Source: an optimization exercise on an open RTL-to-GDS flow (aim: small area, a short achievable clock period and few clock cycles per item). Production flows keep margins and buffers that such runs may drop. Where RTL was checked, it was by simulation tests only, not by an equivalence proof against the original. Function not checked in run 1: the RTL went through the layout flow alone.

### config.mk
export PLATFORM = sky130hd
export DESIGN_NAME = pfs_softdec
export DESIGN_NICKNAME = pfs_softdec
export VERILOG_FILES = /design/flow/design.v
export SDC_FILE = /design/flow/constraint.sdc
export NUM_CORES = 4
export LEC_CHECK = 0
export CAP_MARGIN = 20
export CORE_MARGIN = 2
export CORE_UTILIZATION = 40
export SLEW_MARGIN = 20
### design.v
module pfs_softdec (
  input  wire        clk,
  input  wire        rst,
  input  wire        cmd_valid,
  output wire        cmd_ready,
  input  wire [15:0] cmd_len,
  input  wire [2:0]  cmd_ed,
  input  wire [1:0]  cmd_inner,
  input  wire [1:0]  cmd_outer,
  input  wire        in_valid,
  output wire        in_ready,
  input  wire [7:0]  in_data,
  output reg         out_valid,
  input  wire        out_ready,
  output reg  [7:0]  out_data,
  output reg         res_valid,
  output reg         res_ok
);
  reg        busy;
  reg [2:0]  ed_r;
  reg        inner_h, outer_h;
  wire       mlm = inner_h | outer_h;      
  wire       hdm = inner_h & outer_h;      
  assign cmd_ready = ~busy;
  wire   cmd_take  = cmd_valid & ~busy;
  reg    start;                   
  reg        in_ready_r;
  assign in_ready = in_ready_r;
  wire   take = in_valid & in_ready_r;
  reg [7:0]  ir;
  reg        iv;
  reg [3:0]  q;
  reg [2:0]  q_cnt;
  wire       q_has = (q_cnt != 3'd0);
  wire       q_out = q[q_cnt[1:0] - 2'd1];
  wire       q_deq;
  reg [6:0]  kh;          
  reg        cmp;         
  reg        cmp2;        
  reg [5:0]  lo [0:7];
  reg [4:0]  hi [0:7];
  reg        cy [0:7];
  reg [13:0] sf [0:3];    
  wire       fire_a = cmp & ~cmp2 & (q_cnt == 3'd0) & ~start;
  wire       nib_wr = cmp2 & ~start;
  wire [7:0] sg;
  assign sg[0] = 1'b0;
  assign sg[1] = kh[0] | kh[2] | kh[3] | kh[6];
  assign sg[2] = kh[0] | kh[1] | kh[3] | kh[5];
  assign sg[3] = kh[1] | kh[2] | kh[5] | kh[6];
  assign sg[4] = kh[0] | kh[1] | kh[2] | kh[4];
  assign sg[5] = kh[1] | kh[3] | kh[4] | kh[6];
  assign sg[6] = kh[2] | kh[3] | kh[4] | kh[5];
  assign sg[7] = kh[0] | kh[4] | kh[5] | kh[6];
  wire [7:0] ue = {~ir[7], ir[6:0]};      
  reg        st;                          
  function [6:0] radd6(input [5:0] x, input [5:0] y, input ci);
    integer i;
    reg c;
    begin
      c = ci;
      for (i = 0; i < 6; i = i + 1) begin
        radd6[i] = x[i] ^ y[i] ^ c;
        c = (x[i] & y[i]) | (x[i] & c) | (y[i] & c);
      end
      radd6[6] = c;
    end
  endfunction
  function [4:0] radd5(input [4:0] x, input [4:0] y, input ci);
    integer i;
    reg c;
    begin
      c = ci;
      for (i = 0; i < 5; i = i + 1) begin
        radd5[i] = x[i] ^ y[i] ^ c;
        c = (x[i] & y[i]) | (x[i] & c) | (y[i] & c);
      end
    end
  endfunction
  integer a;
  reg [6:0]  lo_n [0:7];
  reg [4:0]  hi_n [0:7];
  always @(*) begin
    for (a = 0; a < 8; a = a + 1) begin : accn
      reg [7:0] op;
      reg [5:0] lb;
      reg [4:0] hb;
      op = sg[a] ? ~ue : ue;
      lb = st ? ((a == 0) ? 6'd3 : 6'h3F) : lo[a];
      hb = st ? ((a == 0) ? 5'd0 : 5'h1F) : hi[a];
      lo_n[a] = radd6(lb, op[5:0], sg[a]);
      hi_n[a] = radd5(hb, {{3{op[7]}}, op[7:6]}, cy[a] & ~st);
    end
  end
  function [13:0] leaf(input [5:0] l, input [4:0] h, input c, input [2:0] ai);
    reg [4:0] th;
    reg [3:0] dd;
    begin
      th = h + {4'd0, c};
      dd = {^(ai & 3'b111), ^(ai & 3'b110), ^(ai & 3'b101), ^(ai & 3'b011)};
      leaf = {{th[3:0], l} ^ {10{th[4]}}, th[4] ? dd : ~dd};
    end
  endfunction
  function [13:0] best(input [13:0] x, input [13:0] y);
    best = ({y[13:4], ~y[3:0]} > {x[13:4], ~x[3:0]}) ? y : x;
  endfunction
  function [13:0] best1(input [13:0] x, input [13:0] y);
    reg ylt;
    begin
      ylt  = (x[3] ^ x[2] ^ y[3] ^ y[2]) ? ~y[3] : ~y[2];
      best1 = ({y[13:4], ylt} > {x[13:4], 1'b0}) ? y : x;
    end
  endfunction
  reg [13:0] lf [0:7];
  integer b;
  always @(*)
    for (b = 0; b < 8; b = b + 1)
      lf[b] = leaf(lo[b], hi[b], cy[b], b[2:0]);
  wire [13:0] f0  = best(sf[0], sf[1]);
  wire [13:0] f1  = best(sf[2], sf[3]);
  wire [13:0] fw  = best(f0, f1);
  wire [3:0]  nib = fw[3:0];
  reg [2:0]  j;
  reg [3:0]  hd;
  reg [2:0]  syn;
  reg [3:0]  q2;
  reg [2:0]  q2_cnt;
  wire       q2_deq;
  wire       hd_go = hdm & q_has & ((j != 3'd6) | (q2_cnt == 3'd0));
  function [2:0] xcol(input [2:0] kk);
    case (kk)
      3'd0: xcol = 3'b111;
      3'd1: xcol = 3'b110;
      3'd2: xcol = 3'b101;
      3'd3: xcol = 3'b011;
      3'd4: xcol = 3'b100;
      3'd5: xcol = 3'b010;
      default: xcol = 3'b001;
    endcase
  endfunction
  wire [2:0] syn_n = syn ^ (q_out ? xcol(j) : 3'b000);
  reg  [3:0] hd_fix;
  always @(*) begin
    case (syn_n)
      3'b011:  hd_fix = hd ^ 4'b0001;
      3'b101:  hd_fix = hd ^ 4'b0010;
      3'b110:  hd_fix = hd ^ 4'b0100;
      3'b111:  hd_fix = hd ^ 4'b1000;
      default: hd_fix = hd;
    endcase
  end
  reg [6:0]  sreg;
  reg [2:0]  bitcnt;
  reg [15:0] bc;
  reg        kph;
  reg        done;
  reg [31:0] crc;
  reg        ok;
  reg [2:0]  vpos;
  reg        cwpar;
  wire       fb_v = hdm ? (q2_cnt != 3'd0) : q_has;
  wire       fb_b = hdm ? q2[3] : q_out;
  wire       fgo  = fb_v & (done | ~((bitcnt == 3'd7) & ~kph & out_valid));
  wire       fuse = fgo & ~done;
  assign q2_deq = hdm & fgo;
  assign q_deq  = hdm ? hd_go : fgo;
  wire       ed_chk  = (ed_r == 3'd2);
  wire       ed_crc  = ed_r[2] | (ed_r == 3'd3);
  wire       inv     = kph & (ed_r == 3'd6);
  wire       fbk     = crc[31] ^ fb_b ^ inv;
  reg [31:0] poly;
  always @(*) begin
    case (ed_r)
      3'd3:    poly = 32'h07000000;
      3'd4:    poly = 32'h10210000;
      3'd5:    poly = 32'h864CFB00;
      default: poly = 32'h04C11DB7;
    endcase
  end
  wire [31:0] crc_step = {crc[30:0], 1'b0} ^ (fbk ? poly : 32'h0);
  wire [7:0]  byte_now = {sreg, fb_b};
  wire        byte_end = fuse & (bitcnt == 3'd7);
  wire        bc_last  = (bc == 16'd1);
  function [2:0] key_len(input [2:0] e);
    case (e)
      3'd2, 3'd3: key_len = 3'd1;
      3'd4:       key_len = 3'd2;
      3'd5:       key_len = 3'd3;
      3'd6:       key_len = 3'd4;
      default:    key_len = 3'd0;
    endcase
  endfunction
  function [31:0] crc_init(input [2:0] e);
    case (e)
      3'd4:    crc_init = 32'hFFFF0000;
      3'd5:    crc_init = 32'hB704CE00;
      3'd6:    crc_init = 32'hFFFFFFFF;
      default: crc_init = 32'h00000000;
    endcase
  endfunction
  wire in_done = ~mlm | ((vpos == 3'd0) & ~cwpar);
  wire finish  = busy & ~start & done & in_done & ~out_valid;
  wire       busy_n = cmd_take | (busy & ~finish);
  wire       iv_n   = take & mlm;
  wire [6:0] kh_n   = start ? 7'b0000001 : (iv ? {kh[5:0], kh[6]} : kh);
  wire       cmp2_n = fire_a;
  wire [2:0] q_rem = q_cnt - {2'b00, q_deq};
  wire [2:0] q_inc = q_cnt + {2'b00, ~q_deq};
  wire       tk_bit = take & ~mlm;
  reg  [2:0] q_cnt_n;
  always @(*) begin
    if (start)        q_cnt_n = {2'b00, tk_bit};
    else if (nib_wr)  q_cnt_n = 3'd4;
    else              q_cnt_n = tk_bit ? q_inc : q_rem;
  end
  wire q0_n  = start | (~nib_wr & (q_rem == 3'd0));
  wire ml_ok = q0_n & ~fire_a;
  wire rdy0  = mlm ? (~kh_n[0] | ml_ok) : (start | (q_rem != 3'd4));
  wire rdy1  = mlm ? (~kh_n[6] | ml_ok) : (start | (q_inc != 3'd4));
  wire in_ready_n = cmd_take | (busy & ~finish & (take ? rdy1 : rdy0));
  always @(posedge clk) begin
    ir <= take ? in_data : 8'h80;
    for (a = 0; a < 8; a = a + 1) begin
      lo[a] <= lo_n[a][5:0];
      cy[a] <= lo_n[a][6];
      hi[a] <= hi_n[a];
    end
    sf[0] <= best1(lf[0], lf[1]);
    sf[1] <= best1(lf[2], lf[3]);
    sf[2] <= best1(lf[4], lf[5]);
    sf[3] <= best1(lf[6], lf[7]);
    if (rst) begin
      busy       <= 1'b0;
      start      <= 1'b0;
      in_ready_r <= 1'b0;
      out_valid  <= 1'b0;
      res_valid  <= 1'b0;
    end else begin
      busy       <= busy_n;
      start      <= cmd_take;
      in_ready_r <= in_ready_n;
      res_valid  <= finish;
      if (byte_end & ~kph)
        out_valid <= 1'b1;
      else if (out_ready)
        out_valid <= 1'b0;
    end
    iv    <= iv_n;
    kh    <= kh_n;
    st    <= iv_n & kh_n[0];
    cmp2  <= cmp2_n;
    q_cnt <= q_cnt_n;
    if (finish)
      res_ok <= ed_chk ? (crc[31:24] == 8'h00) : ok;
    if (byte_end & ~kph)
      out_data <= byte_now;
    if (~busy) begin
      ed_r    <= cmd_ed;
      inner_h <= (cmd_inner == 2'd2);
      outer_h <= (cmd_outer == 2'd2);
      bc      <= cmd_len;
    end
    if (nib_wr)
      q <= nib;
    else if (take & ~mlm)
      q <= {q[2:0], in_data[7]};
    if (rst)
      done <= 1'b1;
    else if (start)
      done <= 1'b0;
    else if (byte_end & bc_last & (kph | (key_len(ed_r) == 3'd0)))
      done <= 1'b1;
    if (start) begin
      cmp     <= 1'b0;
      j       <= 3'd0;
      syn     <= 3'd0;
      q2_cnt  <= 3'd0;
      bitcnt  <= 3'd0;
      kph     <= 1'b0;
      crc     <= crc_init(ed_r);
      ok      <= 1'b1;
      vpos    <= {2'b00, take};
      cwpar   <= 1'b0;
    end else begin
      if (take) vpos <= vpos + 3'd1;
      if (iv & kh[6]) begin
        cmp   <= 1'b1;
        cwpar <= ~cwpar;
      end else if (fire_a)
        cmp   <= 1'b0;
      if (hd_go) begin
        if (j[2] == 1'b0) hd <= {hd[2:0], q_out};
        if (j == 3'd6) begin
          j   <= 3'd0;
          syn <= 3'd0;
          q2  <= hd_fix;
        end else begin
          j   <= j + 3'd1;
          syn <= syn_n;
        end
      end
      if (hd_go & (j == 3'd6))
        q2_cnt <= 3'd4;
      else if (q2_deq) begin
        q2_cnt <= q2_cnt - 3'd1;
        q2     <= {q2[2:0], 1'b0};
      end
      if (fuse) begin
        sreg   <= byte_now[6:0];
        bitcnt <= bitcnt + 3'd1;
        if (ed_crc) crc <= crc_step;
        if (kph & ed_crc & fbk) ok <= 1'b0;
        if (byte_end) begin
          if (ed_chk) crc[31:24] <= crc[31:24] + byte_now;
          if (bc_last) begin
            if (~kph & (key_len(ed_r) != 3'd0)) begin
              kph <= 1'b1;
              bc  <= {13'd0, key_len(ed_r)};
            end
          end else
            bc <= bc - 16'd1;
        end
      end
    end
  end
endmodule
### flow/run.sh
#!/bin/bash
set -o pipefail
export BUFFER_PORTS_ARGS="-buffer_cell sky130_fd_sc_hd__buf_2"
export SETUP_SLACK_MARGIN=10
bash standard.sh > standard.log 2>&1
### constraint.sdc
create_clock -name core_clock -period 14.0 [get_ports {clk}]
set_input_delay 2.8000 -clock core_clock [delete_from_list [all_inputs] [get_ports {clk}]]
set_output_delay 2.8000 -clock core_clock [all_outputs]
set_load 0.01 [all_outputs]
### standard.sh
#!/bin/bash
# synth_recipe.tcl (not shown) runs the flow's synth.tcl, then flattens the netlist and writes it again
# the make line also repeats each setting of config.mk as NAME=value (left out here)
make -C /OpenROAD-flow-scripts/flow DESIGN_CONFIG=/design/flow/config.mk WORK_HOME=/design/flow/orfs CLKGATE_MAP_FILE= SYNTH_SCRIPT=/design/flow/synth_recipe.tcl "${@:-finish}"
==> results.json, run 1 <==
{
  "numPortBuffers": 48,
  "period_share": 0.2855,
  "synth-seq-cells": 274,
  "pin_count": 49,
  "hp-start": "ok$_SDFFE_PP1P_",
  "synthesis.nets": 1928,
  "clk_pin_slew_ns": 0.06,
  "max_cap_viol_count": 0,
  "htreeDepth": 1,
  "ys_seq_area_frac": 0.3676,
  "grt_pass1_vias": 12020,
  "rsz0062_at_grt": "yes",
  "crit_path_end_kind": "primary output",
  "cts_tree": "built",
  "n_fill_cell": 3860,
  "via_count": 11820,
  "core_um2": 41020,
  "viasPerCell": 5.153,
  "status": "timing/DRC/antenna clean",
  "synth_area_um2": 16720,
  "worstPathRequired_ns": 11.20,
  "gr-total-overflow": 0,
  "avgSynthCellArea_um2": 9.842,
  "finalSetupViolCount": 0,
  "antenna_found_initial": 0,
  "antennaDiodeCount": 0,
  "fin_hold_ws_ns": 0.4635,
  "fin_setup_tns_ns": 0,
  "r2r_end": "q[0]$_DFFE_PP_",
  "drt_iter0_drc": 542,
  "post-route-min-period_ns": 3.998,
  "start_util": 0.4077,
  "synth-main-ff-cell": "dfxtp_1",
  "die_w_um": 208.5,
  "startpoint_type": "flop",
  "critical_path.max_stage_delay_ns": 0.37,
  "yosys_warnings": 8,
  "drive_gt1_frac": 0.1288,
  "synth_cell_type_count": 80,
  "slowest_stage": "dfxtp_4",
  "ctsRootBufferMaster": "clkbuf_16",
  "drt-total-wl_um": 35580,
  "grt_util_all_layers": 0.1680,
  "drcViolationCount": 0,
  "gp_congestion": 0.8402,
  "clock_path_buffers": 3,
  "cts_inserted_buffers": 31,
  "grt_pass1_wl_um": 60530,
  "synthCells": 1699,
  "hold_viol": 0,
  "reg2reg_slack_ns": 10.13,
  "max_freq_mhz": 250.1,
  "hold_path_depth": 2,
  "dieArea_um2": 43450,
  "antenna_left": 0,
  "grt_max_degree": 97,
  "max_slew_margin": 0.3016,
  "min_to": "ok$_SDFFE_PP1P_",
  "multi_input_area_um2": 9833,
  "fin_skew_ns": 0.01644,
  "dp.final_hpwl_um": 25440,
  "rows": 74,
  "cts_hold_buf": 0,
  "reg2reg_depth": 15,
  "nets": 1966,
  "register_area_um2": 6156,
  "dieHeight_um": 208.5,
  "synth_edf_count": 66,
  "async_reset_ff_frac": 0,
  "clk-insertion-delay-late_ns": 0.58,
  "clock_sinks": 274,
  "crit_type": "flop to primary output",
  "syn2layout_area_growth_pct": 12.06,
  "critical_path_arrival_ns": 1.20,
  "fin_util": 0.4568,
  "cp_cell_sequence": "clkinvlp_4 -> buf_6",
  "report.final.slew_viol_count": 0,
  "tightest_slew_ns": 1.045,
  "worstPathMaxFanout": 2,
  "hold_path.class": "flop to flop",
  "wl_per_cell_um": 15.51,
  "firstDrtPassIters": 4,
  "timing.rr.start": "sf[0][3]$_DFF_P_"
}
==> cell families (layout without fill, tap and decap cells) <==
logic type               Yosys count  count (layout)  synth area share
adder cells (fa/ha/maj)          193             193            0.1772
multiplexers                      59              59           0.03689
XOR/XNOR                         206             206            0.1106
flip-flops                       274             274            0.3676
AO/OA/AOI/OAI                    272             274            0.1046
buffers and inverters            192             253           0.04781
AND/OR/NAND/NOR                  503             503            0.1553
==> synthesized netlist by cell type, types with 12 or more instances <==
library cell,number,share of area
a21oi_1,73,0.022
clkbuf_1,48,0.011
o21a_1,15,0.0067
o21ai_1,19,0.0057
nand2b_1,31,0.012
inv_1,119,0.027
nor4_1,13,0.0049
or2_2,61,0.023
nor3_1,31,0.0093
nand3_1,48,0.014
nand4_1,12,0.0045
nor2b_1,26,0.0097
xor2_1,108,0.057
edfxtp_1,66,0.12
nor2_1,109,0.024
xnor2_1,95,0.050
dfxtp_1,208,0.25
ha_1,120,0.090
fa_1,73,0.087
and3_1,14,0.0052
o21ai_0,60,0.018
a21o_1,12,0.0054
nand2_1,107,0.024
mux2i_1,56,0.034
==> layer usage <==
metal / routed length, um / track usage / vias to the layer above
li1: - / - / 5919
met1: 17390 / 0.2377 / 5653
met2: 16020 / 0.2704 / 200
met3: 1333 / 0.01766 / 49
met4: 837 / 0.05185 / 0
met5: 0 / 0 / -
==> area by class of cell <==
type                            instances  share of cell area
Clock inverter                         24             0.01983
Multi-Input combinational cell       1235              0.5248
Clock buffer                           34             0.04367
Timing Repair Buffer                   73             0.02304
Inverter                              122             0.02464
Sequential cell                       274              0.3285
Tap cell                              532             0.03552
==> cell usage in the layout, fill, tap and decap left out, types with 13 or more instances in the layout <==
| cell | instances |
|---|---|
| nor2b_1 | 26 |
| mux2i_1 | 56 |
| nand2_1 | 105 |
| xor2_1 | 108 |
| buf_4 | 24 |
| nor3_1 | 31 |
| nor2_1 | 109 |
| o21ai_1 | 21 |
| nand3_1 | 48 |
| fa_1 | 73 |
| xnor2_1 | 95 |
| o21ai_0 | 58 |
| o21a_1 | 14 |
| clkbuf_16 | 32 |
| dfxtp_1 | 204 |
| nor4_1 | 13 |
| nand2b_1 | 31 |
| and3_1 | 14 |
| or2_2 | 61 |
| buf_2 | 47 |
| edfxtp_1 | 66 |
| ha_1 | 120 |
| inv_1 | 118 |
| a21oi_1 | 72 |
==> flip-flops by register name (all words and copies together), names as in the netlist, 7 cells and up <==
register  cells
bc           16
crc          32
cy            8
hi           40
ir            8
kh            7
lo           48
out_data      8
sf           51
sreg          7
==> how the worst max path moves through the flow <==
stage                startpoint               endpoint  slack, ns  cells past startpoint
2_1_floorplan          in_valid  in_ready_r$_SDFF_PP0_       9.99                      6
3_3_place_gp           in_valid  in_ready_r$_SDFF_PP0_       9.69                      7
3_5_place_dp           in_valid  in_ready_r$_SDFF_PP0_       9.65                      7
4_1_cts         busy$_SDFF_PP0_              cmd_ready       9.97                      2
5_1_grt        sf[0][4]$_DFF_P_         q[0]$_DFFE_PP_       9.95                     14
6_report        busy$_SDFF_PP0_              cmd_ready      10.00                      2
==> repair_timing <==
| action | 4_1_cts | 5_1_grt |
|---|---|---|
| endpoints found under the setup margin | 3 | 5 |
| buffers inserted | 2 | 1 |
| pin swaps | 0 | 1 |
| resized for setup | 7 | 4 |
| cloned | 0 | 2 |
==> critical path: cells and delay by family (launching register included) <==
| kind | cells | cell delay (ns) |
|---|---|---|
| DFF | 1 | 0.37 |
| buffers and inverters | 2 | 0.26 |
==> metrics by stage <==
| step | cells | cell area [um^2] | setup slack [ns] |
|---|---|---|---|
| floorplan | 1699 | 16730 | 9.992 |
| global placement | 2230 | 17470 | 9.687 |
| detailed placement | 2230 | 17470 | 9.654 |
| CTS | 2290 | 18690 | 9.971 |
| global route | 2294 | 18740 | 9.950 |
| finish | 2294 | 18740 | 10.00 |
==> run 2, diff against run 1 <==
--- a/design.v
+++ b/design.v
@@ -55,3 +55,3 @@
   wire [7:0] ue = {~ir[7], ir[6:0]};      
-  reg        st;                          
+  wire       st = iv & kh[0];             
   function [6:0] radd6(input [5:0] x, input [5:0] y, input ci);
@@ -249,3 +249,2 @@
     kh    <= kh_n;
-    st    <= iv_n & kh_n[0];
     cmp2  <= cmp2_n;
@@ -256,3 +255,3 @@
       out_data <= byte_now;
-    if (~busy) begin
+    if (cmd_take) begin
       ed_r    <= cmd_ed;
==> run.sh (new file) <==
#!/bin/bash
# synth_recipe.tcl (not shown) runs the flow's synth.tcl, then flattens the netlist and writes it again
# the make line also repeats each setting of config.mk as NAME=value (left out here)
make -C /OpenROAD-flow-scripts/flow DESIGN_CONFIG=/design/flow/config.mk WORK_HOME=/design/flow/orfs CLKGATE_MAP_FILE= SYNTH_SCRIPT=/design/flow/synth_recipe.tcl finish
removed: flow/run.sh
removed: standard.sh
==> results.json, run 2 <==
{
  "status": "timing/DRC/antenna clean",
  "async_reset_ff_frac": 0,
  "mostFrequentLayoutCells": "206 x dfxtp_1, 120 x ha_1, 115 x nor2_1",
  "drt_iter0_drc": 734,
  "post-route-min-period_ns": 4.554,
  "antennaDiodeCount": 0,
  "rows": 75,
  "n_fill_cell": 3973,
  "grt_pass1_wl_um": 63070,
  "crit_path_end_kind": "primary output",
  "synthMostInstantiatedCell": "dfxtp_1",
  "drt-total-wl_um": 37510,
  "yosys-top-cells-count": "207 x dfxtp_1, 120 x ha_1, 115 x nor2_1, 112 x inv_1, 103 x nand2_1",
  "reg2reg_slack_ns": 9.72,
  "crit_buf_inv": 1,
  "worstPathRequired_ns": 11.20,
  "post_cts_buffers": 0,
  "dp.final_hpwl_um": 27370,
  "clk-insertion-delay-late_ns": 0.56,
  "synthTopCellsByArea": "dfxtp_1 25%, edfxtp_1 12%, ha_1 8.9%, fa_1 8.7%, xor2_1 5.1%",
  "cp_cell_sequence": "clkdlybuf4s50_1",
  "dieArea_um2": 43670,
  "synthesis.nets": 1959,
  "synth_area_leader_cell": "dfxtp_1",
  "wl_per_cell_um": 16.14,
  "antenna_left": 0,
  "gp_congestion": 0.8437,
  "critical_path_arrival_ns": 1.75,
  "period_share": 0.3253,
  "pin_count": 49,
  "hold_path.class": "flop to flop",
  "max_cap_viol_count": 0,
  "core_um2": 41670,
  "crit_start": "in_ready_r$_SDFF_PP0_",
  "dieHeight_um": 209.0,
  "max_slew_margin": 0.2949,
  "synth-seq-cells": 273,
  "nets": 1991,
  "report.final.slew_viol_count": 0,
  "numPortBuffers": 48,
  "clk_pin_slew_ns": 0.07,
  "grt_max_degree": 76,
  "fin_skew_ns": 0.01860,
  "synthCells": 1730,
  "timing.rr.start": "sf[0][11]$_DFF_P_",
  "synth-main-ff-cell": "dfxtp_1",
  "grt_util_all_layers": 0.1740,
  "viasPerCell": 5.225,
  "cts_inserted_buffers": 31,
  "crit_type": "flop to primary output",
  "drive_gt1_frac": 0.07283,
  "ctsRootBufferMaster": "clkbuf_16",
  "cp_top_family": "buffers and inverters",
  "critical_path.max_stage_delay_ns": 0.62,
  "finalSetupViolCount": 0,
  "drcViolationCount": 0,
  "clock_path_buffers": 3,
  "start_util": 0.4033,
  "grt_pass1_vias": 12240,
  "multi_input_area_um2": 9962,
  "rsz0062_at_grt": "no",
  "fin_setup_tns_ns": 0,
  "max_freq_mhz": 219.6,
  "cts_tree": "built",
  "avgSynthCellArea_um2": 9.714,
  "syn2layout_area_growth_pct": 12.33,
  "synth_area_um2": 16800,
  "ys_seq_area_frac": 0.3645,
  "reg_top3": "sf (51), lo (48), hi (40)",
  "synth_edf_count": 66,
  "antenna_found_initial": 0,
  "startpoint_type": "flop",
  "gr-total-overflow": 0,
  "cts_resized": 0,
  "largest_reg_flops": 51,
  "layout_commonest_cell": "dfxtp_1",
  "slowest_stage": "clkdlybuf4s50_1",
  "hp-start": "ok$_SDFFE_PP1P_",
  "htreeDepth": 1,
  "largest-register": "sf",
  "firstDrtPassIters": 5,
  "die_w_um": 209.0,
  "register_area_um2": 6127,
  "synth_cell_type_count": 80,
  "worstPathMaxFanout": 10,
  "via_count": 12140,
  "synth_top_area_frac": 0.2466,
  "yosys_warnings": 8,
  "cts_hold_buf": 0,
  "fin_util": 0.4531,
  "clock_sinks": 273,
  "hold_viol": 0,
  "tightest_slew_ns": 1.049
}
[run 2: cell count changes in the layout (fill, tap and decap cells not counted), moves of 12 or more]
cell,before,now
xor2_1,108,96
a31o_2,0,14
clkdlybuf4s50_1,0,48
o21ai_0,58,83
or2_2,61,6
nand2b_1,31,72
a21oi_1,72,101
buf_2,47,1
[run 2: worst reg2reg max path: stages (launching register included)]
cell	delay (ns)
dfxtp_1	0.33
inv_1	0.05
ha_1	0.30
a211o_1	0.30
a21oi_1	0.19
o211ai_1	0.14
o21ai_1	0.51
buf_4	0.31
mux2i_1	0.26
ha_1	0.19
a21o_1	0.11
a21oi_1	0.06
o21ai_0	0.17
nand2_1	0.08
a31oi_1	0.49
mux2i_1	0.41
o21ai_0	0.13
[run 2: per-stage QoR]
| stage | cell area, um^2 | std cells | worst slack (ns) | hold WS, ns |
|---|---|---|---|---|
| finish | 18880 | 2324 | 9.446 | 0.4586 |
| floorplan | 16800 | 1730 | 10.19 | 0.4166 |
| global placement | 17850 | 2267 | 9.095 | 0.4310 |
| global route | 18880 | 2324 | 9.402 | 0.4700 |
| detailed placement | 17860 | 2267 | 9.027 | 0.4434 |
| CTS | 18860 | 2323 | 9.430 | 0.4546 |
[run 2: logic make-up after synthesis]
family	after synthesis	share of synthesized area
muxes	69	0.04281
adders and majority gates	193	0.1763
AOI/OAI and AO/OA	323	0.1217
and+or+nand+nor	490	0.1507
buffers and inverters	191	0.04400
DFF	273	0.3645
xor gates and xnor gates	191	0.09999
[run 2: area by class of cell]
class / count / area share
multi-input combinational: 1266 / 0.5277
clock buffer: 40 / 0.04501
clock inverter: 16 / 0.008219
sequential: 273 / 0.3246
tap: 539 / 0.03573
inverter: 116 / 0.02307
timing repair buffer: 74 / 0.03566
[run 2: path summary, 6_finish.rpt]
kind | to | cells after the start
worst max-delay path | in_ready | 1
worst min-delay path | ok$_SDFFE_PP1P_ | 2
worst max register to register | q[0]$_DFFE_PP_ | 16
worst min register to register | ok$_SDFFE_PP1P_ | 2
[run 2: routing by layer]
| layer | up-vias | GRT usage | part of all wire |
|---|---|---|---|
| met3 | 46 | 0.01969 | 0.034 |
| met5 | - | 0 | 0 |
| met2 | 226 | 0.2953 | 0.47 |
| met1 | 5813 | 0.2402 | 0.47 |
| li1 | 6059 | - | - |
| met4 | 0 | 0.03498 | 0.020 |
Testbench counts of run 2, summed over its fixed seeds: cycles 79,864, items 4,540.
==> run 3, diff against run 2 <==
--- a/design.v
+++ b/design.v
@@ -23,3 +23,4 @@
   wire       hdm = inner_h & outer_h;      
-  assign cmd_ready = ~busy;
+  reg        cmd_ready_r;           
+  assign cmd_ready = cmd_ready_r;
   wire   cmd_take  = cmd_valid & ~busy;
@@ -55,3 +56,3 @@
   wire [7:0] ue = {~ir[7], ir[6:0]};      
-  wire       st = iv & kh[0];             
+  reg        st;                          
   function [6:0] radd6(input [5:0] x, input [5:0] y, input ci);
@@ -233,2 +234,3 @@
       busy       <= 1'b0;
+      cmd_ready_r <= 1'b1;
       start      <= 1'b0;
@@ -239,2 +241,3 @@
       busy       <= busy_n;
+      cmd_ready_r <= ~busy_n;
       start      <= cmd_take;
@@ -249,2 +252,3 @@
     kh    <= kh_n;
+    st    <= iv_n & kh_n[0];
     cmp2  <= cmp2_n;
@@ -255,3 +259,3 @@
       out_data <= byte_now;
-    if (cmd_take) begin
+    if (~busy) begin
       ed_r    <= cmd_ed;
==> flow/run.sh (new file) <==
#!/bin/bash
# The standard layout (standard.sh, same synthesis, floorplan, power
# grid, placement, CTS and routing) with two changes in how it is made:
#  - the port buffers that buffer_ports inserts on every input and output
#    use buf_2 instead of the default cell;
#  - repair_timing aims for 10 ns of setup slack at the design's 14 ns
#    clock (the SDC and clock are unchanged).
set -o pipefail
export BUFFER_PORTS_ARGS="-buffer_cell sky130_fd_sc_hd__buf_2"
export SETUP_SLACK_MARGIN=10
bash standard.sh > standard.log 2>&1
==> standard.sh (new file) <==
#!/bin/bash
# synth_recipe.tcl (not shown) runs the flow's synth.tcl, then flattens the netlist and writes it again
# the make line also repeats each setting of config.mk as NAME=value (left out here)
make -C /OpenROAD-flow-scripts/flow DESIGN_CONFIG=/design/flow/config.mk WORK_HOME=/design/flow/orfs CLKGATE_MAP_FILE= SYNTH_SCRIPT=/design/flow/synth_recipe.tcl "${@:-finish}"
--- a/config.mk
+++ b/config.mk
@@ -10,2 +10,3 @@
 export CORE_UTILIZATION = 40
+export CTS_BUF_LIST = sky130_fd_sc_hd__clkbuf_4 sky130_fd_sc_hd__clkbuf_8
 export SLEW_MARGIN = 20
removed: run.sh
==> results.json, run 3 <==
{
  "grt_util_all_layers": 0.1793,
  "synth_area_um2": 16950,
  "largest_reg_flops": 51,
  "wl_per_cell_um": 16.05,
  "layout_commonest_cell": "dfxtp_1",
  "post-route-min-period_ns": 3.939,
  "period_share": 0.2814,
  "pin_count": 49,
  "crit_path_end_kind": "primary output",
  "clock_path_buffers": 3,
  "clk-insertion-delay-late_ns": 0.62,
  "finalSetupViolCount": 0,
  "antenna_found_initial": 1,
  "reg_top3": "sf (51), lo (48), hi (40)",
  "synth_top_area_frac": 0.2468,
  "rsz0062_at_grt": "no",
  "start_util": 0.4051,
  "synth-main-ff-cell": "dfxtp_1",
  "critical_path.max_stage_delay_ns": 0.38,
  "gp_congestion": 0.8678,
  "yosys_warnings": 8,
  "drt_iter0_drc": 722,
  "core_um2": 41850,
  "synthCells": 1752,
  "cp_top_family": "flip-flops",
  "critical_path_arrival_ns": 1.14,
  "htreeDepth": 2,
  "cp_cell_sequence": "buf_2",
  "max_slew_margin": 0.3022,
  "synth-seq-cells": 275,
  "synthMostInstantiatedCell": "dfxtp_1",
  "worstPathRequired_ns": 11.20,
  "ys_seq_area_frac": 0.3637,
  "drive_gt1_frac": 0.1448,
  "clock_sinks": 275,
  "synthTopCellsByArea": "dfxtp_1 25%, edfxtp_1 12%, ha_1 8.9%, fa_1 8.6%, xor2_1 5.2%",
  "tightest_slew_ns": 1.039,
  "nets": 2025,
  "synth_area_leader_cell": "dfxtp_1",
  "viasPerCell": 5.256,
  "synth_edf_count": 66,
  "die_w_um": 209.9,
  "clk_pin_slew_ns": 0.06,
  "startpoint_type": "flop",
  "fin_setup_tns_ns": 0,
  "largest-register": "sf",
  "grt_pass1_wl_um": 63940,
  "worstPathMaxFanout": 1,
  "drt-total-wl_um": 38170,
  "dieHeight_um": 209.9,
  "cts_tree": "built",
  "mostFrequentLayoutCells": "205 x dfxtp_1, 135 x inv_1, 126 x nor2_1",
  "slowest_stage": "edfxtp_1",
  "crit_buf_inv": 1,
  "rows": 75,
  "avgSynthCellArea_um2": 9.676,
  "status": "timing/DRC/antenna clean",
  "report.final.slew_viol_count": 0,
  "antenna_left": 0,
  "gr-total-overflow": 0,
  "async_reset_ff_frac": 0,
  "synthesis.nets": 1981,
  "numPortBuffers": 48,
  "firstDrtPassIters": 6,
  "fin_hold_ws_ns": 0.4429,
  "crit_type": "flop to primary output",
  "dp.final_hpwl_um": 27490,
  "hold_viol": 0,
  "hold_path.class": "flop to flop",
  "via_count": 12500,
  "synth_cell_type_count": 76,
  "grt_pass1_vias": 12420,
  "cts_inserted_buffers": 49,
  "dieArea_um2": 44040,
  "fin_skew_ns": 0.02645,
  "yosys-top-cells-count": "209 x dfxtp_1, 135 x inv_1, 126 x nor2_1, 120 x ha_1, 101 x xor2_1",
  "drcViolationCount": 0,
  "ctsRootBufferMaster": "clkbuf_8",
  "max_cap_viol_count": 0,
  "grt_max_degree": 97,
  "syn2layout_area_growth_pct": 11.94,
  "max_freq_mhz": 253.9
}
==> run 3: cell count changes after synthesis, moves of 9 or more <==
cell	delta
a21o_1	+11
a21oi_1	-14
a31o_2	-14
inv_1	+23
nand2_1	-17
nand2b_1	-45
nand3_1	-9
nor2_1	+11
o21ai_0	+11
o21ai_1	-14
or2_2	+60
==> run 3: final timing paths <==
kind,startpoint,end,slack (ns),cells after the start
max,out_data[3]$_DFFE_PP_,out_data[3],10.06,1
min,ok$_SDFFE_PP1P_,ok$_SDFFE_PP1P_,0.44,2
max reg2reg,kh[1]$_SDFFE_PP0P_,lo[2][5]$_DFF_P_,10.20,7
min reg2reg,ok$_SDFFE_PP1P_,ok$_SDFFE_PP1P_,0.44,2
==> run 3: timing repair <==
item,in CTS,in global routing
hold buffers,0,0
setup endpoints to repair,7,9
hold endpoints to repair,0,0
gates resized for setup,8,8
buffers inserted,2,0
pin swaps,1,1
gates cloned,0,0
==> run 3: logic make-up after synthesis <==
family / share of synthesized area
AO/OA/AOI/OAI: 0.1159
XOR/XNOR: 0.1011
adder cells (fa/ha/maj): 0.1748
buffers and inverters: 0.04997
flip-flops: 0.3637
multiplexers: 0.04177
AND/OR/NAND/NOR: 0.1528
==> run 3: routing by layer <==
| layer | part of all wire | track usage |
|---|---|---|
| met1 | 0.49 | 0.2616 |
| met2 | 0.43 | 0.2701 |
| met3 | 0.056 | 0.03262 |
| met4 | 0.021 | 0.05282 |
| met5 | 0 | 0 |
==> run 3: layout make-up <==
| cell class | instances | area, um^2 |
|---|---|---|
| clock inverters | 18 | 196.4 |
| well taps | 539 | 674.4 |
| repair buffers | 71 | 412.9 |
| multi-input cells | 1262 | 10040 |
| clock buffers | 74 | 955.9 |
| diodes | 2 | 5.005 |
| flip-flops and latches | 275 | 6176 |
| fillers | 4026 | 22880 |
| inverters | 137 | 514.2 |
==> run 3: per-stage QoR <==
step           cell area, um^2  instances  worst slack [ns]    util
2_1_floorplan            16960       1752             9.992       -
3_3_place_gp             17730       2282             9.691  0.4236
3_5_place_dp             17730       2282             9.551  0.4236
4_1_cts                  18920       2376             10.01  0.4520
5_1_grt                  18970       2376             10.00  0.4533
6_report                 18980       2378             10.06  0.4534
Testbench counts of run 3, summed over its fixed seeds: cycles 79,864, items 4,540.
==> run 4, diff against run 3 <==
--- a/config.mk
+++ b/config.mk
@@ -10,3 +10,2 @@
 export CORE_UTILIZATION = 40
-export CTS_BUF_LIST = sky130_fd_sc_hd__clkbuf_4 sky130_fd_sc_hd__clkbuf_8
 export SLEW_MARGIN = 20
==> results.json, run 4 <==
{
  "status": "timing/DRC/antenna clean",
  "wl_per_cell_um": 16.21,
  "synthesis.nets": 1981,
  "numPortBuffers": 48,
  "grt_util_all_layers": 0.1758,
  "hold_viol": 0,
  "dieArea_um2": 44040,
  "cp_cell_sequence": "buf_2",
  "gr-total-overflow": 0,
  "largest-register": "sf",
  "worstPathRequired_ns": 11.20,
  "post-route-min-period_ns": 3.920,
  "met3_length_um": 1757,
  "viasPerCell": 5.280,
  "synth-main-ff-cell": "dfxtp_1",
  "wl_met2_um": 16480,
  "n_fill_cell": 4045,
  "cts_inserted_buffers": 31,
  "period_share": 0.2800,
  "crit_path_end_kind": "primary output",
  "antennaDiodeCount": 0,
  "syn2layout_area_growth_pct": 10.84,
  "top_layer": "met4",
  "drive_gt1_frac": 0.1212,
  "mostFrequentLayoutCells": "205 x dfxtp_1, 135 x inv_1, 126 x nor2_1",
  "nets": 2006,
  "htreeDepth": 1,
  "max_cap_viol_count": 0,
  "avgSynthCellArea_um2": 9.676,
  "ys_seq_area_frac": 0.3637,
  "synth_area_leader_cell": "dfxtp_1",
  "gp_congestion": 0.8678,
  "dp.final_hpwl_um": 27490,
  "rows": 75,
  "crit_buf_inv": 1,
  "synth_area_um2": 16950,
  "synth_cell_type_count": 76,
  "yosys-top-cells-count": "209 x dfxtp_1, 135 x inv_1, 126 x nor2_1, 120 x ha_1, 101 x xor2_1",
  "via_count": 12340,
  "startpoint_type": "flop",
  "grt_pass1_wl_um": 63530,
  "slowest_stage": "dfxtp_2",
  "fin_setup_tns_ns": 0,
  "drcViolationCount": 0,
  "hp-start": "ok$_SDFFE_PP1P_",
  "cp_top_family": "flip-flops",
  "largest_reg_flops": 51,
  "reg2reg_depth": 7,
  "r2r_end": "lo[2][5]$_DFF_P_",
  "clk_pin_slew_ns": 0.06,
  "hold_path.class": "flop to flop",
  "cts_tree": "built",
  "ctsRootBufferMaster": "clkbuf_16",
  "die_w_um": 209.9,
  "grt_pass1_vias": 12290,
  "synthTopCellsByArea": "dfxtp_1 25%, edfxtp_1 12%, ha_1 8.9%, fa_1 8.6%, xor2_1 5.2%",
  "clock_path_buffers": 3,
  "clk-insertion-delay-late_ns": 0.56,
  "layout_commonest_cell": "dfxtp_1",
  "fin_skew_ns": 0.01026,
  "max_freq_mhz": 255.1,
  "report.final.slew_viol_count": 0,
  "clock_sinks": 275,
  "min_to": "ok$_SDFFE_PP1P_",
  "met1_length_um": 18970,
  "synth_edf_count": 66,
  "synth-seq-cells": 275,
  "hold_path_depth": 2,
  "async_reset_ff_frac": 0,
  "grt_max_degree": 97,
  "crit_type": "flop to primary output",
  "worstPathMaxFanout": 5,
  "firstDrtPassIters": 5,
  "timing.rr.start": "kh[1]$_SDFFE_PP0P_",
  "dieHeight_um": 209.9,
  "cts_hold_buf": 0,
  "finalSetupViolCount": 0,
  "synthMostInstantiatedCell": "dfxtp_1",
  "critical_path_arrival_ns": 1.12,
  "yosys_warnings": 8,
  "antenna_left": 0,
  "rsz0062_at_grt": "no",
  "core_um2": 41850,
  "synthCells": 1752,
  "reg_top3": "sf (51), lo (48), hi (40)",
  "crit_start": "out_valid$_SDFFE_PP0P_",
  "pin_count": 49,
  "drt_iter0_drc": 680,
  "drt-total-wl_um": 37890,
  "critical_path.max_stage_delay_ns": 0.40,
  "reg2reg_slack_ns": 10.19,
  "start_util": 0.4051,
  "max_slew_margin": 0.2898,
  "antenna_found_initial": 0,
  "tightest_slew_ns": 1.064,
  "synth_top_area_frac": 0.2468
}
-- run 4: cell count changes in the layout (fill, tap and decap cells not counted), moves of 2 or more --
cell / previous run / this run
clkbuf_1: 0 / 5
clkbuf_4: 10 / 0
clkinv_2: 12 / 8
diode_2: 2 / 0
clkbuf_16: 0 / 31
clkinv_1: 1 / 6
clkbuf_8: 64 / 2
-- run 4: how the worst max path moves through the flow --
stage                                  endpoint  slack, ns  cells after the start
final                                 out_valid      10.08                      1
after global routing             q[2]$_DFFE_PP_      10.01                     16
after CTS                              in_ready      10.00                      1
after detailed placement         q[3]$_DFFE_PP_       9.55                     16
after global placement           q[3]$_DFFE_PP_       9.69                     15
after floorplan           in_ready_r$_SDFF_PP0_       9.99                      6
-- run 4: cells by family (layout without fill, tap and decap cells) --
group | Yosys count | in the layout | synth area share
compound gates | 312 | 312 | 0.1159
flops | 275 | 275 | 0.3637
xor+xnor | 194 | 194 | 0.1011
mux | 68 | 68 | 0.04177
buf+inv | 215 | 262 | 0.04997
fa+ha+maj | 193 | 193 | 0.1748
simple gates | 495 | 495 | 0.1528
-- run 4: metal layers --
| metal | vias up | global-route usage |
|---|---|---|
| met5 | - | 0 |
| met4 | 0 | 0.04427 |
| met3 | 50 | 0.02095 |
| met2 | 243 | 0.2690 |
| met1 | 5978 | 0.2629 |
| li1 | 6073 | - |
-- run 4: per-stage QoR --
stage | hold slack [ns] | instance area, um^2 | instances | util | setup WS [ns]
final | 0.4394 | 18790 | 2338 | 0.4490 | 10.08
after global routing | 0.4852 | 18790 | 2338 | 0.4490 | 10.01
after CTS | 0.4422 | 18730 | 2338 | 0.4475 | 10.00
after detailed placement | 0.4320 | 17730 | 2282 | 0.4236 | 9.551
after global placement | 0.4314 | 17730 | 2282 | 0.4236 | 9.691
after floorplan | 0.4168 | 16960 | 1752 | - | 9.992
-- run 4: cell type report --
cell class	count	area, um^2	area share
repair buffers	70	405.4	0.02157
flip-flops and latches	275	6173	0.3285
inverters	137	514.2	0.02737
clock buffers	38	822.0	0.04375
multi-input cells	1262	10040	0.5345
well taps	539	674.4	0.03589
clock inverters	17	157.7	0.008390
-- run 4: what timing repair did --
item                                   in CTS  in global routing
resized for setup                           6                 10
endpoints found under the hold margin       0                  0
setup buffers                               1                  0
pin swaps                                   1                  1
setup endpoints to repair                   7                 14

-- static timing again, ports no longer ideal --
No port has a modelled driver above. Below, the same layouts with a new extraction and two added sets of constraints. Step 1 sets driving cells, clkbuf_16 on the clock port and buf_2 on the other inputs (assumed; they add their load-dependent delay and slew). Step 2, shift: input delay + t, output delay - t, t = (earliest + latest rising clock arrival at the registers) / 2. This alone moves slack from input paths to output paths. a / b / c = no drivers / after step 1 / after step 2; a / b = the first two.
run | shift t [ns] | setup WS [ns] | latest minus earliest clock arrival (ns) | worst register clock-pin slew, ns
run 1 | 0.619 | 10.002 / 9.952 / 9.665 | 0.018 / 0.018 | 0.06 / 0.06
run 2 | 0.607 | 9.446 / 9.395 / 9.011 | 0.025 / 0.025 | 0.07 / 0.07
run 3 | 0.654 | 10.061 / 10.012 / 9.613 | 0.026 / 0.026 | 0.07 / 0.07
run 4 | 0.609 | 10.080 / 10.030 / 9.629 | 0.012 / 0.011 | 0.07 / 0.07
After both steps every run listed still meets setup and hold. The setup slack of run 4, which loses most, moves by -0.050 ns with the drivers and by -0.451 ns with both steps.
